Background: an optimization exercise with open tools, aiming at small area, a short achievable clock period and few clock cycles per item. Do not read the settings as production practice. Only simulation tests tie the RTL to the original design; equivalence was not proved. Power figures rest on the tool's default switching activity, not on a simulated workload.

<file path="design/flow/run.sh">
#!/bin/bash
# synth_recipe.tcl (not shown) runs the flow's synth.tcl, then flattens the netlist and writes it again
# the make line also repeats each setting of config.mk as NAME=value (left out here)
make -C /OpenROAD-flow-scripts/flow DESIGN_CONFIG=/design/flow/config.mk WORK_HOME=/design/flow/orfs CLKGATE_MAP_FILE= SYNTH_SCRIPT=/design/flow/synth_recipe.tcl finish
</file>
<file path="design/flow/config.mk">
export PLATFORM = sky130hd
export DESIGN_NAME = gbq_core
export DESIGN_NICKNAME = gbq_core
export VERILOG_FILES = /design/flow/design.v
export SDC_FILE = /design/flow/constraint.sdc
export NUM_CORES = 4
export LEC_CHECK = 0
export CAP_MARGIN = 20
export CORE_MARGIN = 2
export CORE_UTILIZATION = 40
export SLEW_MARGIN = 20
</file>
<file path="design/flow/constraint.sdc">
create_clock -name core_clock -period 22.0 [get_ports {clk}]
set_input_delay 4.4000 -clock core_clock [delete_from_list [all_inputs] [get_ports {clk}]]
set_output_delay 4.4000 -clock core_clock [all_outputs]
set_load 0.01 [all_outputs]
</file>
<file path="design/flow/design.v">
module gbq_fmul (
    input  wire [31:0] a,
    input  wire [31:0] b,
    output reg  [31:0] y
);
    wire       sa = a[31];
    wire       sb = b[31];
    wire [7:0] ea = a[30:23];
    wire [7:0] eb = b[30:23];
    wire [22:0] fa = a[22:0];
    wire [22:0] fb = b[22:0];
    wire a_nan  = (ea == 8'hFF) && (fa != 0);
    wire b_nan  = (eb == 8'hFF) && (fb != 0);
    wire a_inf  = (ea == 8'hFF) && (fa == 0);
    wire b_inf  = (eb == 8'hFF) && (fb == 0);
    wire a_zero = (ea == 8'h00) && (fa == 0);
    wire b_zero = (eb == 8'h00) && (fb == 0);
    wire        sy = sa ^ sb;
    wire [23:0] ma = {(ea != 0), fa};
    wire [23:0] mb = {(eb != 0), fb};
    wire [9:0]  eau = (ea == 0) ? 10'd1 : {2'b00, ea};
    wire [9:0]  ebu = (eb == 0) ? 10'd1 : {2'b00, eb};
    wire [47:0] p = ma * mb;
    reg [5:0] lz;
    integer i;
    always @(*) begin
        lz = 6'd48;
        for (i = 0; i < 48; i = i + 1)
            if (p[i]) lz = 6'd47 - i[5:0];
    end
    reg signed [11:0] e;         
    reg [47:0]        pn;        
    reg [47:0]        ps;        
    reg               sticky_sh;
    reg [11:0]        sh;
    reg [7:0]         e_enc;
    reg [22:0]        frac;
    reg               guard, sticky, inc;
    reg [30:0]        mag;
    always @(*) begin
        pn = p << lz;
        e  = $signed({2'b00, eau}) + $signed({2'b00, ebu}) - 12'sd126 - $signed({6'b0, lz});
        ps = pn;
        sticky_sh = 1'b0;
        sh = 12'd0;
        if (e <= 0) begin
            sh = 12'd1 - e;
            if (sh > 12'd48) begin
                ps = 48'd0;
                sticky_sh = |pn;
            end else begin
                ps = pn >> sh;
                sticky_sh = |(pn & ~({48{1'b1}} << sh));
            end
            e_enc = 8'd0;
        end else begin
            e_enc = e[7:0];
        end
        frac   = ps[46:24];
        guard  = ps[23];
        sticky = (|ps[22:0]) | sticky_sh;
        inc    = guard & (sticky | frac[0]);
        mag    = {e_enc, frac} + {30'd0, inc};
        if (a_nan || b_nan || (a_inf && b_zero) || (a_zero && b_inf))
            y = 32'h7FC00000;
        else if (a_inf || b_inf)
            y = {sy, 8'hFF, 23'd0};
        else if (a_zero || b_zero)
            y = {sy, 31'd0};
        else if (e >= 255)
            y = {sy, 8'hFF, 23'd0};
        else
            y = {sy, mag};
    end
endmodule
module gbq_fadd (
    input  wire [31:0] a,
    input  wire [31:0] b,
    input  wire        sub,
    output reg  [31:0] y
);
    wire        sa = a[31];
    wire        sb = b[31] ^ sub;
    wire [7:0]  ea = a[30:23];
    wire [7:0]  eb = b[30:23];
    wire [22:0] fa = a[22:0];
    wire [22:0] fb = b[22:0];
    wire a_nan = (ea == 8'hFF) && (fa != 0);
    wire b_nan = (eb == 8'hFF) && (fb != 0);
    wire a_inf = (ea == 8'hFF) && (fa == 0);
    wire b_inf = (eb == 8'hFF) && (fb == 0);
    wire        swap = b[30:0] > a[30:0];
    wire        sx   = swap ? sb : sa;
    wire        sy_  = swap ? sa : sb;
    wire [7:0]  ex   = swap ? eb : ea;
    wire [7:0]  ey   = swap ? ea : eb;
    wire [22:0] fx   = swap ? fb : fa;
    wire [22:0] fy   = swap ? fa : fb;
    wire [7:0]  exu = (ex == 0) ? 8'd1 : ex;
    wire [7:0]  eyu = (ey == 0) ? 8'd1 : ey;
    wire [7:0]  d   = exu - eyu;
    wire [26:0] mx = {(ex != 0), fx, 3'b000};
    wire [26:0] my = {(ey != 0), fy, 3'b000};
    reg  [26:0] my_sh;
    reg         st;
    reg  [27:0] s;
    reg  [26:0] m;
    reg  [9:0]  e;
    reg  [4:0]  lz;
    reg  [4:0]  shl;
    reg  [7:0]  e_enc;
    reg         inc;
    reg  [30:0] mag;
    integer i;
    always @(*) begin
        if (d > 8'd26) begin
            my_sh = 27'd0;
            st    = |my;
        end else begin
            my_sh = my >> d;
            st    = |(my & ~({27{1'b1}} << d));
        end
        my_sh[0] = my_sh[0] | st;
        if (sx == sy_) s = {1'b0, mx} + {1'b0, my_sh};
        else           s = {1'b0, mx} - {1'b0, my_sh};
        e = {2'b00, exu};
        if (s[27]) begin
            m = s[27:1];
            m[0] = m[0] | s[0];
            e = e + 10'd1;
        end else begin
            m = s[26:0];
        end
        lz = 5'd27;
        for (i = 0; i < 27; i = i + 1)
            if (m[i]) lz = 5'd26 - i[4:0];
        if (e - 10'd1 < {5'd0, lz}) shl = e[4:0] - 5'd1;
        else                        shl = lz;
        m = m << shl;
        e = e - {5'd0, shl};
        e_enc = m[26] ? e[7:0] : 8'd0;
        inc   = m[2] & ((m[1] | m[0]) | m[3]);
        mag   = {e_enc, m[25:3]} + {30'd0, inc};
        if (a_nan || b_nan || (a_inf && b_inf && (sa != sb)))
            y = 32'h7FC00000;
        else if (a_inf)
            y = {sa, 8'hFF, 23'd0};
        else if (b_inf)
            y = {sb, 8'hFF, 23'd0};
        else if (s == 28'd0)
            y = {sa & sb, 31'd0};
        else if (e >= 10'd255)
            y = {sx, 8'hFF, 23'd0};
        else
            y = {sx, mag};
    end
endmodule
module gbq_core (
    input  wire        clk,
    input  wire        rst,
    input  wire        cmd_valid,
    output wire        cmd_ready,
    input  wire [2:0]  cmd_op,
    input  wire [3:0]  cmd_addr,
    input  wire [31:0] cmd_data,
    output reg         res_valid,
    output reg  [31:0] res_data
);
    localparam OP_PROCESS = 3'd0;
    localparam OP_BQAPPLY = 3'd1;
    localparam OP_SAHSTEP = 3'd2;
    localparam OP_WRITE   = 3'd3;
    localparam OP_PREPARE = 3'd4;
    localparam OP_REBUILD = 3'd5;
    localparam [31:0] ONE   = 32'h3F800000;
    localparam [31:0] HALF  = 32'h3F000000;
    localparam [31:0] ATTEN = 32'h3F333333;
    reg [31:0] divider;
    reg [31:0] in_gain;
    reg [31:0] out_level;
    reg [31:0] dry_abs;
    reg        dry_neg;
    reg [31:0] fblend;
    reg [31:0] c0, c1, c2, c3, c4;
    reg        bq_valid;
    reg [31:0] x1   [0:3];
    reg [31:0] x2   [0:3];
    reg [31:0] y1   [0:3];
    reg [31:0] y2   [0:3];
    reg [31:0] hold [0:3];
    reg [31:0] cnt  [0:3];
    reg        busy;
    reg        is_process;
    reg [1:0]  ch;
    reg [4:0]  step;
    reg [31:0] xo;     
    reg [31:0] u;      
    reg [31:0] f;      
    reg [31:0] acc;
    reg [31:0] t1;
    assign cmd_ready = !busy;
    wire accept = cmd_valid && cmd_ready;
    wire [1:0] cmd_ch = cmd_addr[1:0];
    wire [31:0] cnt_inc  = cnt[cmd_ch] + 32'd1;
    wire        sah_latch = cnt_inc >= divider;
    wire [31:0] sah_out  = sah_latch ? cmd_data : hold[cmd_ch];
    reg  [31:0] opa, opb;
    reg         sub;
    wire [31:0] mul_y, add_y;
    gbq_fmul u_mul (.a(opa), .b(opb), .y(mul_y));
    gbq_fadd u_add (.a(opa), .b(opb), .sub(sub), .y(add_y));
    always @(*) begin
        opa = 32'd0;
        opb = 32'd0;
        sub = 1'b0;
        case (step)
            5'd1:  begin opa = u;    opb = in_gain;  end
            5'd2:  begin opa = c0;   opb = u;        end
            5'd3:  begin opa = c1;   opb = x1[ch];   end
            5'd4:  begin opa = acc;  opb = t1;       end
            5'd5:  begin opa = c2;   opb = x2[ch];   end
            5'd6:  begin opa = acc;  opb = t1;       end
            5'd7:  begin opa = c3;   opb = y1[ch];   end
            5'd8:  begin opa = acc;  opb = t1; sub = 1'b1; end
            5'd9:  begin opa = c4;   opb = y2[ch];   end
            5'd10: begin opa = acc;  opb = t1; sub = 1'b1; end
            5'd11: begin opa = f;    opb = fblend;   end
            5'd12: begin opa = ONE;  opb = fblend; sub = 1'b1; end
            5'd13: begin opa = u;    opb = t1;       end
            5'd14: begin opa = acc;  opb = t1;       end
            5'd15: begin opa = acc;  opb = HALF;     end
            5'd16: begin opa = {xo[31] ^ dry_neg, xo[30:0]}; opb = dry_abs; end
            5'd17: begin opa = ONE;  opb = dry_abs; sub = 1'b1; end
            5'd18: begin opa = u;    opb = t1;       end
            5'd19: begin opa = acc;  opb = t1;       end
            5'd20: begin opa = acc;  opb = HALF;     end
            5'd21: begin opa = acc;  opb = out_level; end
            5'd22: begin opa = acc;  opb = ATTEN;    end
            default: ;
        endcase
    end
    wire [31:0] o = mul_y;
    wire        o_big = (o[30:0] > ONE[30:0]) && (o[30:0] <= 31'h7F800000);
    wire [31:0] clamped = o_big ? {o[31], ONE[30:0]} : o;
    wire [31:0] filt = bq_valid ? add_y : u;
    integer k;
    always @(posedge clk) begin
        if (rst) begin
            divider   <= 32'd0;
            in_gain   <= 32'd0;
            out_level <= 32'd0;
            dry_abs   <= 32'd0;
            dry_neg   <= 1'b0;
            fblend    <= 32'd0;
            c0 <= 32'd0; c1 <= 32'd0; c2 <= 32'd0; c3 <= 32'd0; c4 <= 32'd0;
            bq_valid  <= 1'b0;
            for (k = 0; k < 4; k = k + 1) begin
                x1[k] <= 32'd0; x2[k] <= 32'd0; y1[k] <= 32'd0; y2[k] <= 32'd0;
                hold[k] <= 32'd0; cnt[k] <= 32'd0;
            end
            busy       <= 1'b0;
            is_process <= 1'b0;
            ch         <= 2'd0;
            step       <= 5'd0;
            xo  <= 32'd0; u <= 32'd0; f <= 32'd0; acc <= 32'd0; t1 <= 32'd0;
            res_valid  <= 1'b0;
            res_data   <= 32'd0;
        end else begin
            res_valid <= 1'b0;
            if (accept) begin
                case (cmd_op)
                    OP_PROCESS, OP_SAHSTEP: begin
                        if (sah_latch) begin
                            cnt[cmd_ch]  <= 32'd0;
                            hold[cmd_ch] <= cmd_data;
                        end else begin
                            cnt[cmd_ch]  <= cnt_inc;
                        end
                        if (cmd_op == OP_PROCESS) begin
                            busy       <= 1'b1;
                            is_process <= 1'b1;
                            ch         <= cmd_ch;
                            step       <= 5'd1;
                            xo         <= cmd_data;
                            u          <= sah_out;
                        end else begin
                            res_valid <= 1'b1;
                            res_data  <= sah_out;
                        end
                    end
                    OP_BQAPPLY: begin
                        busy       <= 1'b1;
                        is_process <= 1'b0;
                        ch         <= cmd_ch;
                        step       <= 5'd2;
                        xo         <= cmd_data;
                        u          <= cmd_data;
                    end
                    OP_WRITE: begin
                        case (cmd_addr)
                            4'd0:  divider   <= cmd_data;
                            4'd1:  in_gain   <= cmd_data;
                            4'd2:  out_level <= cmd_data;
                            4'd3:  dry_abs   <= cmd_data;
                            4'd4:  dry_neg   <= cmd_data[31];
                            4'd5:  fblend    <= cmd_data;
                            4'd6:  c0 <= cmd_data;
                            4'd7:  c1 <= cmd_data;
                            4'd8:  c2 <= cmd_data;
                            4'd9:  c3 <= cmd_data;
                            4'd10: c4 <= cmd_data;
                            default: ;
                        endcase
                    end
                    OP_PREPARE: begin
                        bq_valid <= 1'b0;
                        for (k = 0; k < 4; k = k + 1) begin
                            x1[k] <= 32'd0; x2[k] <= 32'd0; y1[k] <= 32'd0; y2[k] <= 32'd0;
                            hold[k] <= 32'd0; cnt[k] <= 32'd0;
                        end
                    end
                    OP_REBUILD: bq_valid <= 1'b1;
                    default: ;
                endcase
            end else if (busy) begin
                step <= step + 5'd1;
                case (step)
                    5'd1, 5'd15: u <= mul_y;
                    5'd2, 5'd11, 5'd16, 5'd20, 5'd21: acc <= mul_y;
                    5'd3, 5'd5, 5'd7, 5'd9, 5'd13, 5'd18: t1 <= mul_y;
                    5'd4, 5'd6, 5'd8, 5'd14, 5'd19: acc <= add_y;
                    5'd12, 5'd17: t1 <= add_y;
                    5'd10: begin
                        f <= filt;
                        if (bq_valid) begin
                            x2[ch] <= x1[ch];
                            x1[ch] <= u;
                            y2[ch] <= y1[ch];
                            y1[ch] <= add_y;
                        end
                        if (!is_process) begin
                            busy      <= 1'b0;
                            res_valid <= 1'b1;
                            res_data  <= filt;
                        end
                    end
                    5'd22: begin
                        busy      <= 1'b0;
                        res_valid <= 1'b1;
                        res_data  <= clamped;
                    end
                    default: ;
                endcase
            end
        end
    end
endmodule
</file>
==> summary.txt <==
==> cells by family after synthesis <==
logic type                 after synthesis
muxes                                  409
adders and majority gates              845
AOI/OAI and AO/OA                     2866
and+or+nand+nor                       4585
buffers and inverters                 1543
DFF                                   1294
xor gates and xnor gates               161
==> cells in the mapped netlist, types with 32 or more instances <==
cell type	count
a21oi_1	869
a31oi_1	97
nand3_1	244
a22oi_1	152
a221oi_1	94
a211oi_1	163
buf_2	77
inv_1	619
o221ai_1	39
a211o_1	51
a21o_1	96
nor2_1	979
nand4_1	75
mux2_2	63
a22o_1	43
mux2i_1	130
xor2_1	59
o22ai_1	64
o2111ai_1	33
nor2b_1	41
a221o_1	44
and2_1	526
o21a_1	40
o21ai_0	457
o31ai_1	46
o21bai_1	32
or2_2	40
or3_1	60
o211ai_1	118
fa_1	487
edfxtp_1	768
nand2b_1	56
nor4_1	80
buf_1	66
nand2_1	1906
xnor2_1	98
and3_1	170
ha_1	358
nor3_1	236
clkbuf_1	726
mux4_2	210
dfxtp_1	526
==> repair_timing <==
action / in CTS / in global routing
gates resized for setup: 2 / 27
cloned: 0 / 1
setup endpoints to repair: 19 / 139
buffers inserted: 0 / 4
pin swaps: 0 / 3
==> critical path, delay by kind of cell (launching register included) <==
family | cells | cell delay [ns]
flip-flops | 1 | 0.44
AND/OR/NAND/NOR | 21 | 7.55
buffers and inverters | 8 | 1.18
AO/OA/AOI/OAI | 22 | 6.85
adder cells (fa/ha/maj) | 12 | 5.06
XOR/XNOR | 1 | 0.09
==> flip-flops by register name, indices dropped and copies added, names as in the netlist, 128 cells and up, named ones only <==
register	flops
y2	128
y1	128
hold	128
cnt	128
x1	128
x2	128
==> per-stage QoR <==
step | worst slack (ns) | TNS [ns]
after floorplan | 0.3501 | 0
final | 0.6029 | 0
after global routing | -0.01635 | -0.01635
after detailed placement | 0.03258 | 0
after CTS | 0.1597 | 0
after global placement | -0.8306 | -20.09
==> cell type report <==
| type | count | area [µm²] | area share |
|---|---|---|---|
| multi-input combinational | 8866 | 63910 | 0.5605 |
| sequential | 1294 | 33610 | 0.2948 |
| timing repair buffer | 742 | 5904 | 0.05179 |
| tap | 3384 | 4234 | 0.03714 |
| clock buffer | 148 | 3181 | 0.02790 |
| inverter | 641 | 2412 | 0.02116 |
| clock inverter | 71 | 714.4 | 0.006266 |
| antenna | 17 | 42.54 | 0.0003731 |
| timing repair inverter | 1 | 7.507 | 0.00006584 |
==> power breakdown <==
| part | leakage [nW] | internal (mW) | switching, mW |
|---|---|---|---|
| Sequential | 12.2 | 2.63 | 0.0371 |
| Combinational | 28.0 | 3.25 | 8.72 |
| Clock | 1.91 | 1.15 | 0.987 |
==> per-layer routing <==
layer	vias up	global-route usage	part of all wire
met2	6185	0.6233	0.45
li1	41780	-	-
met5	-	0	0.000081
met4	6	0.3025	0.094
met1	49540	0.4761	0.37
met3	1581	0.07237	0.090
==> worst min path at each step <==
stage | from | end | slack, ns | cells after the start
finish | in_gain[28] | in_gain[28] | 0.45 | 2
global route | xo[13] | xo[13] | 0.47 | 2
CTS | c2[1] | c2[1] | 0.45 | 2
detailed placement | c2[1] | c2[1] | 0.44 | 2
global placement | in_gain[28] | in_gain[28] | 0.44 | 2
floorplan | f[29] | f[29] | 0.42 | 2
==> impl_results.md <==
* Smallest hold slack at ~0.45 ns
* CTS tree: done
* Vias/cell at 6.535
* Clock root cell: clkbuf_16
* Worst min-delay path category: flop to flop
* Placed cells at 14920
* Area Overhead vs Synth at 10.89%
* Slew HR at 0.1405
* Synthesized cell area at ~100000 µm²
* Worst Max-Slew Pin Slew at 1.279 ns
* Num Clock Sinks at approximately 1300
* CP peak stage delay at 0.69 ns
* Design Area, Final at 114000 µm²
* Cts hold-fix bufs at 0
* Post-layout nets at 12550
* Crit start category: flop
* Clock Latency Late Sink at 0.81 ns
* Final setup fails at 0
* Run status: timing/DRC/antenna clean
* R2R Path End: res_data[24]
* Synth Area in Compound Gates at 0.1881
* Pin count of the biggest net entering global routing at 100
* Distinct cell type count after synthesis at 133
* H-tree levels at 3
* Dpl cell area at roughly 110000 µm²
* Crit path DAT at roughly 22 ns
* Detailed-route wire length per cell at between 30 and 40 µm
* FMAX at 46.74 MHz
* CTS buffer count at 115
* Tcrit/Tclk final at 0.9726
* Post-synth EDFFs at between 700 and 800
* Die height at 511.0 µm
* Leading cell type in the layout, fill and taps excluded: nand2_1
* Cells after synthesis at 11700
* Commonest non-fill, non-tap cells in the layout: nand2_1, nor2_1, a21oi_1, edfxtp_1, buf_4
* Post-synthesis adder-cell area fraction at 0.1384
* Total grt overflow at 0
* Port bufs at 75
* Vias at 99100
* Setup crit start: step[0]
* Mapped Avg Cell Area at 8.786 µm²
* Top Ports at between 70 and 80
* Setup Crit Path Kind: flop to flop
* CTS Buffer Depth at 3
* Die width at 511.0 µm
* Leading area contributor after synthesis: edfxtp_1
* Detailed-route DRC error count at 0
* Reg2Reg Depth at between 60 and 70
* Net Count, Synth at about 13000
* GP Congestion at 1.052
* Largest family of logic cells by synthesized area: simple AND/OR/NAND/NOR gates
* Critical Path RT at 22.64 ns
* Vias in the first global route at 96170
* Placement Rows at 186
* Seq cells post-synth at 1294
* Slew Limit Fails at 0
* Initial antenna violation count at 16
* DR pass1 iterations at 8
* Final Power at 16.77 mW
* Final core utilization at 0.4450
* Post-DP HPWL at 394.1 mm
* Top-area cell type share of the netlist area at 0.2243
* Slowest CP cell: a2111o_1
* Tmin final at 21.40 ns
* Ratio of cells with drive above 1 in the final layout at 0.1201
* First-pass GRT wire length at between 700 and 800 mm
* Leakage Power at 42.13 nW
* Crit. End Element: flop
* Simple-gate area share of the yosys netlist at 0.2075
* Worst Setup EP: res_data[24]
* Max cap viols at 0
* Register-to-register setup slack at 0.60 ns
* Mux contribution to synthesized area at 0.06637
* Cell area power density at 147.1 nW/µm²
* Final Hold Fails at 0
* Worst r2r src: step[0]
* Die Area at about 260000 µm²
* Ranking of synthesized cells by area: edfxtp_1, dfxtp_1, fa_1
* Main flop type after synthesis: edfxtp_1
* Initial core utilization at 0.4013
* Post-synthesis sequential area ratio at 0.3267
* Fin Clk Skew at 0.07760 ns
* Synth Warn # at 3
* Non-Filler Instances at 15160
* Post-Route WL at 532.2 mm
* Critical path fanouts, max at 18
* Most used cell, CP: fa_1
* First DRT Iteration DRCs at roughly 13000
* Maximum vdd ir drop at 0.2121 mV
* Fillers at 24930
* Routed Antenna Nets at 0
* Gr usage total at 0.3941
* CTS clk-pin slew, worst paths at about 0.08 ns
* Core area at between 200000 and 300000 µm²
* Synth Area in XOR/XNOR at 0.01413
* Post-synth ARST share at 0
Testbench counts, summed over its fixed seeds: cycles 198,309, items 9,600.

==> what the ideal ports hide <==
The flow's constraints put no driver on any port. The routed layout listed below was extracted and timed again, unchanged, in two steps.
Step 1: set_driving_cell puts a clkbuf_16 on clk and a buf_2 on each other input, an assumption about the parent block.
Step 2 also shifts input and output timing later by t, the mid clock arrival at the registers, as if the neighbouring blocks saw the same clock.
Slacks: no drivers / after step 1 / after step 2; pairs: no drivers / after step 1.
t (ns): 0.834
slack for setup (ns): 0.603 / 0.603 / 0.603
worst setup path at the end: register to register
After both steps setup and hold are still met in this run. For this run, drivers alone change the setup slack by 0.000 ns; drivers and shift together by 0.000 ns.
